Background: an optimization exercise with open tools, aiming at small area. Do not read the settings as production practice.
Where RTL was checked, it was by simulation tests only, not by an equivalence proof against the original.
Power and IR drop assume default switching activity.

the reference run:
==> flow/design.v (excerpt) <==
module pwroff_engine (
    input  wire        clk,
    input  wire        rst_n,         
    input  wire [31:0] base,
    input  wire [31:0] tick_rate,
    input  wire        trig_valid,
    input  wire [7:0]  trig_reason,
    output wire        ret_valid,
    output wire        ret_handled,
    input  wire        ret_ready,
    output wire        bus_valid,
    output wire        bus_write,
    output wire [31:0] bus_addr,
    output wire [7:0]  bus_wdata,
    input  wire        bus_ready,
    input  wire [7:0]  bus_rdata,
    output wire        slp_valid,
    output wire [6:0]  slp_units,
    input  wire        slp_ready,
    output wire        diag_valid,
    output wire [7:0]  diag_code,
    output wire [31:0] diag_data,
    input  wire        diag_ready,
    output wire [31:0] status
);
    localparam [3:0] S_IDLE         = 4'd0;
    localparam [3:0] S_CFG          = 4'd1;
    localparam [3:0] S_TX_POLL      = 4'd2;
    localparam [3:0] S_TX_WRITE     = 4'd3;
    localparam [3:0] S_RX_POLL      = 4'd4;
    localparam [3:0] S_RX_SLEEP     = 4'd5;
    localparam [3:0] S_RX_DATA      = 4'd6;
    localparam [3:0] S_DIAG_SHORT   = 4'd7;
    localparam [3:0] S_SETTLE_FLUSH = 4'd8;
    localparam [3:0] S_DIAG_CSUM    = 4'd9;
    localparam [3:0] S_DIAG_NAK     = 4'd10;
    localparam [3:0] S_POST_OK      = 4'd11;
    localparam [3:0] S_DIAG_EXH     = 4'd12;
    localparam [3:0] S_EXH_SLEEP    = 4'd13;
    localparam [3:0] S_RETURN       = 4'd14;
    localparam [3:0] S_DONE         = 4'd15;
    reg  [3:0]  st;
    reg  [5:0]  n;          
    reg  [3:0]  k;          
    reg  [1:0]  cmd;
    reg  [1:0]  att;
    reg  [2:0]  fail;       
    reg         fault;
    reg         nh;         
    reg         fl;         
    reg  [31:0] rb;
    wire [7:0] r0 = rb[7:0];
    wire [7:0] r1 = rb[15:8];
    wire [7:0] r2 = rb[23:16];
    wire [7:0] r3 = rb[31:24];
    function [5:0] inc6(input [5:0] a);
        integer i;
        reg c;
        begin
            c = 1'b1;
            for (i = 0; i < 6; i = i + 1) begin
  ...
Size in the first run: ~540 cells after synthesis, roughly 4000 um2 of cells after synthesis.
==> flow/config.mk <==
export PLATFORM = sky130hd
export DESIGN_NAME = pwroff_engine
export DESIGN_NICKNAME = pwroff_engine
export VERILOG_FILES = /design/flow/design.v
export SDC_FILE = /design/flow/constraint.sdc
export NUM_CORES = 4
export LEC_CHECK = 0
export CAP_MARGIN = 20
export CORE_MARGIN = 2
export CORE_UTILIZATION = 40
export SLEW_MARGIN = 20
==> flow/constraint.sdc <==
create_clock -name core_clock -period 20.0 [get_ports {clk}]
set_input_delay 4.0000 -clock core_clock [delete_from_list [all_inputs] [get_ports {clk}]]
set_output_delay 4.0000 -clock core_clock [all_outputs]
set_load 0.01 [all_outputs]
standard.sh (not shown) runs the stock make flow with config.mk's settings and CLKGATE_MAP_FILE= SYNTH_SCRIPT=/design/flow/synth_recipe.tcl, a recipe that flattens the netlist after the stock synthesis.
==> flow/flow/run.sh <==
#!/bin/bash
# Standard ORFS layout with three changes:
#  - after the standard synthesis, the combinational logic between the (unchanged) registers
#    is mapped again by ABC (half adders of the address incrementer are kept) with an area-oriented script (flow/abc_area.script), tried with
#    several random seeds; the smallest result that Yosys proves equivalent to the standard
#    netlist replaces it;
#  - port buffers use the smallest buffer cell;
#  - the clock tree uses 8x clock buffers and no dummy loads;
#  - constant outputs share one tie cell.
set -euo pipefail
W=$PWD
R=$W/orfs/results/sky130hd/pwroff_engine/base
LIB=$FLOW_HOME/platforms/sky130hd/lib/sky130_fd_sc_hd__tt_025C_1v80.lib
export BUFFER_PORTS_ARGS="-buffer_cell sky130_fd_sc_hd__buf_1"
export SKIP_REPAIR_TIE_FANOUT=1
export CTS_ARGS="-sink_clustering_enable -repair_clock_nets -buf_list sky130_fd_sc_hd__clkbuf_8 -root_buf sky130_fd_sc_hd__clkbuf_8 -dont_use_dummy_load"

# 1. standard synthesis
bash standard.sh "$R/1_2_yosys.v" > make_synth.log 2>&1
cp "$R/1_2_yosys.v" "$R/1_2_yosys_std.v"

# 2. remap the combinational logic; registers and tie cells are kept as they are
DU=$(sed 's/^/-dont_use /' flow/dont_use.txt | tr '\n' ' ')
: # work files of the remapping go to rs_* in this folder
remap() {
  local s=$1
  sed "s/@SEED@/$s/; s/@SEED2@/$((s + 50))/" flow/abc_area.script > rs_abc_$s.script
  cat > rs_remap_$s.ys <<EOS
read_liberty -ignore_miss_func $LIB
blackbox sky130_fd_sc_hd__*df* sky130_fd_sc_hd__conb_1
read_verilog $R/1_2_yosys_std.v
read_verilog -lib $W/flow/ha_keep.v
hierarchy -top $FLOW_TOP
select -set hak w:base %co1:+[A,B] t:sky130_fd_sc_hd__ha_1 %i
chtype -set ha_keep @hak
flatten
delete t:\$scopeinfo
opt_clean
techmap
opt -fast
abc -liberty $LIB $DU -script $W/rs_abc_$s.script
opt_clean -purge
chtype -set sky130_fd_sc_hd__ha_1 t:ha_keep
read_liberty -lib -ignore_redef $LIB
check -assert
tee -o $W/rs_stat_$s.txt stat -liberty $LIB
write_verilog -noattr -noexpr -nohex -nodec $W/rs_net_$s.v
EOS
  yosys -s rs_remap_$s.ys > rs_remap_$s.log 2>&1 || rm -f rs_net_$s.v
}
for s in 1 2 3 4; do remap $s & done; wait
for s in 5 6 7 8; do remap $s & done; wait

# candidates, smallest first
: > rs_areas.txt
for s in 1 2 3 4 5 6 7 8; do
  if [[ -f rs_net_$s.v ]]; then
    a=$(awk '/Chip area/ {print $NF}' rs_stat_$s.txt | tail -1)
    echo "$a $s" >> rs_areas.txt
  fi
done
sort -g rs_areas.txt -o rs_areas.txt
used=none
while read -r a s; do
  cat > rs_equiv_$s.ys <<EOS
read_liberty -ignore_miss_func $LIB
read_verilog $R/1_2_yosys_std.v
rename $FLOW_TOP gold
read_verilog $W/rs_net_$s.v
rename $FLOW_TOP gate
flatten
delete t:\$scopeinfo
opt_clean
equiv_make gold gate eq
hierarchy -top eq
equiv_simple -seq 2
equiv_induct
equiv_status -assert
EOS
  if yosys -s rs_equiv_$s.ys > rs_equiv_$s.log 2>&1; then
    cp rs_net_$s.v "$R/1_2_yosys.v"
    used=$s
    break
  fi
done < rs_areas.txt
echo "remapped netlist used: seed $used" > rs_used.txt

# 3. the rest of the standard flow
bash standard.sh > make_finish.log 2>&1
Other scripts of this flow, unchanged in this note and not shown: flow/flow/abc_area.script, flow/flow/dont_use.txt, flow/flow/ha_keep.v
--- input diff the reference run..the trial run ---
diff --git a/flow/design.v b/flow/design.v
--- a/flow/design.v
+++ b/flow/design.v
@@ -120,22 +120,21 @@
         for (ai = 0; ai < 3; ai = ai + 1) begin
             asum[ai] = base[ai + 2] ^ ridx[ai] ^ ac;
             ac = (base[ai + 2] & ridx[ai]) | (ac & (base[ai + 2] ^ ridx[ai]));
         end
         for (ai = 3; ai < 30; ai = ai + 1) begin
             asum[ai] = base[ai + 2] ^ ac;
             ac = ac & base[ai + 2];
         end
     end
     assign bus_addr = {asum, 2'b00};
-    wire [7:0] qbyte = n[0] ? {r3[0], r3[1], r3[2], r3[3], r3[4], r3[5], r3[6], r3[7]}
-                            : {r2[0], r2[1], r2[2], r2[3], r2[4], r2[5], r2[6], r2[7]};
+    wire [7:0] qbyte = {r3[0], r3[1], r3[2], r3[3], r3[4], r3[5], r3[6], r3[7]};
     reg [8:0] dinc;
     integer di;
     always @(*) begin
         dinc[8] = fl;
         for (di = 0; di < 8; di = di + 1) begin
             dinc[di] = qbyte[di] ^ dinc[8];
             dinc[8]  = dinc[8] & qbyte[di];
         end
     end
     reg [7:0] wd;
@@ -208,21 +207,22 @@
     end
     wire       xb   = tick_rate[~n[4:0]];
     wire [2:0] csum_s = {2'b00, rb[0]} + {2'b00, rb[8]} + {2'b00, rb[16]} + {2'b00, rb[24]} +
                         {1'b0, k[1:0]};
     wire [7:0] ack1   = cmd[1] ? 8'h06 : cmd[0] ? 8'h0C : 8'h35;
     wire       ack_ok = (r3 == 8'h01) && (r0 == ack1) && (r1 == 8'h00);
     wire reason_ok = (trig_reason == 8'h01) || (trig_reason == 8'h02);
     wire tx_last = fl ? (n == 6'd39) : (cmd == 2'd0) ? (n[1:0] == 2'd3) : (n[1:0] == 2'd2);
     wire rx_done = step && ((s_rxp && !bus_rdata[0] && k == 4'd10) ||
                             (s_rxd && n == 6'd39));
-    wire div_run = s_cfg && n[5] && (n[4:0] < 5'd20);                
+    wire div_run = s_cfg && n[5] && (!n[4] && (!n[3] || !n[2] || !k[0]) ||
+                                      n[4] && !n[3] && !n[2] && !k[0]);
     wire chk_run = s_csum && n[5:3] == 3'd0;                         
     wire rot_run = s_csum && !n[5] && (n != 6'd8 || fl);             
     wire clr_run = ((s_short || s_nak || s_cfg) && !n[5]) || (s_rxd && !k[3]);   
     wire rx_load = step && s_rxd && !fl && n[5:2] == 4'd0;
     wire sh      = rot_run || clr_run;
     wire sin     = div_run ? ge : rot_run ? rb[0] : 1'b0;
     wire       mv     = sh || div_run;
     wire       r3_ld  = rx_load;
     wire       r3_sh  = mv && !rx_load;
     wire       r3_hd  = !mv && !rx_load;
@@ -248,20 +248,22 @@
             if (nh && ret_ready)
                 nh <= 1'b0;
             case (st)
                 S_CFG:
                     if (!cfg_rdy) begin
                         n <= inc6(n);
                         if (n == 6'd52) begin
                             fl <= ge;
                             n  <= 6'd56;
                         end
+                        if (k[0] && n == 6'd44)
+                            n <= 6'd58;
                     end
                 S_RX_DATA:
                     if (!k[3]) begin
                         k <= inc4(k);
                         if (k == 4'd7) begin
                             k  <= 4'd1;
                             st <= S_RX_POLL;
                         end
                     end
                 S_DIAG_CSUM:
@@ -285,28 +287,32 @@
                 default: ;
             endcase
             if ((st == S_IDLE || st == S_DONE) && trig_valid && !fault) begin
                 if (!reason_ok) begin
                     nh <= 1'b1;
                 end else if (st == S_DONE) begin
                     fault <= 1'b1;
                 end else begin
                     st <= S_CFG;
                     n  <= 6'd0;
+                    k  <= 4'd0;
                 end
             end
             if (step) begin
                 case (st)
                     S_CFG: begin
                         n <= inc6(n);
-                        if (n[2:0] == 3'd1)
+                        if (n[2:0] == 3'd1) begin
                             fl <= dinc[8];
+                            n  <= 6'd0;
+                            k  <= 4'd1;
+                        end
                         if (n[2:0] == 3'd6) begin
                             cmd <= 2'd0;
                             att <= 2'd1;
                             fl  <= 1'b0;
                             n   <= 6'd0;
                             st  <= S_TX_POLL;
                         end
                     end
                     S_TX_POLL:
                         if (bus_rdata[5])
The run showing the smaller cell area after placement is the trial run.
| area of the mapped netlist | the trial run vs the reference run | better |
The final reports for the trial run and the reference run show combinational power lower in the former.
The trial run leaves less setup margin than the reference run.
Highest attainable clock frequency on the trial run is behind the reference run.
The RTL of the reference run was laid out without a check of its function.

afterwards: timing with drivers on the ports:
How much do the figures lean on ideal ports? The routed layouts below were timed once more, with nothing changed but the port constraints. Step 1 (the two cells are an assumption about what drives the block):
set clk [get_ports {clk}]
set_driving_cell -lib_cell sky130_fd_sc_hd__clkbuf_16 $clk
set_driving_cell -lib_cell sky130_fd_sc_hd__buf_2 [delete_from_list [all_inputs] $clk]
Step 2 adds t to the input delays and takes it off the output delays; t is the mean of the earliest and latest rising clock arrival at the registers after step 1. Input paths then give back, and output paths get back, about the clock's delay inside the block. Three values: ideal, step 1, step 2; two values: the first two.
| run | shift t [ns] | slack for setup (ns) | worst hold slack (ns) | worst setup path at the end | worst slew at a driven data input, ns |
|---|---|---|---|---|---|
| the reference run | 0.338 | 6.226 / 6.206 / 6.206 | 0.493 / 0.493 / 0.493 | input to output | 0.05 |
| the trial run | 0.349 | 6.114 / 6.093 / 6.093 | 0.438 / 0.438 / 0.438 | input to output | 0.04 |
After both steps setup and hold are still met in every run listed. The setup slack of the trial run, which loses most, moves by -0.021 ns with the drivers and by -0.021 ns with both steps.
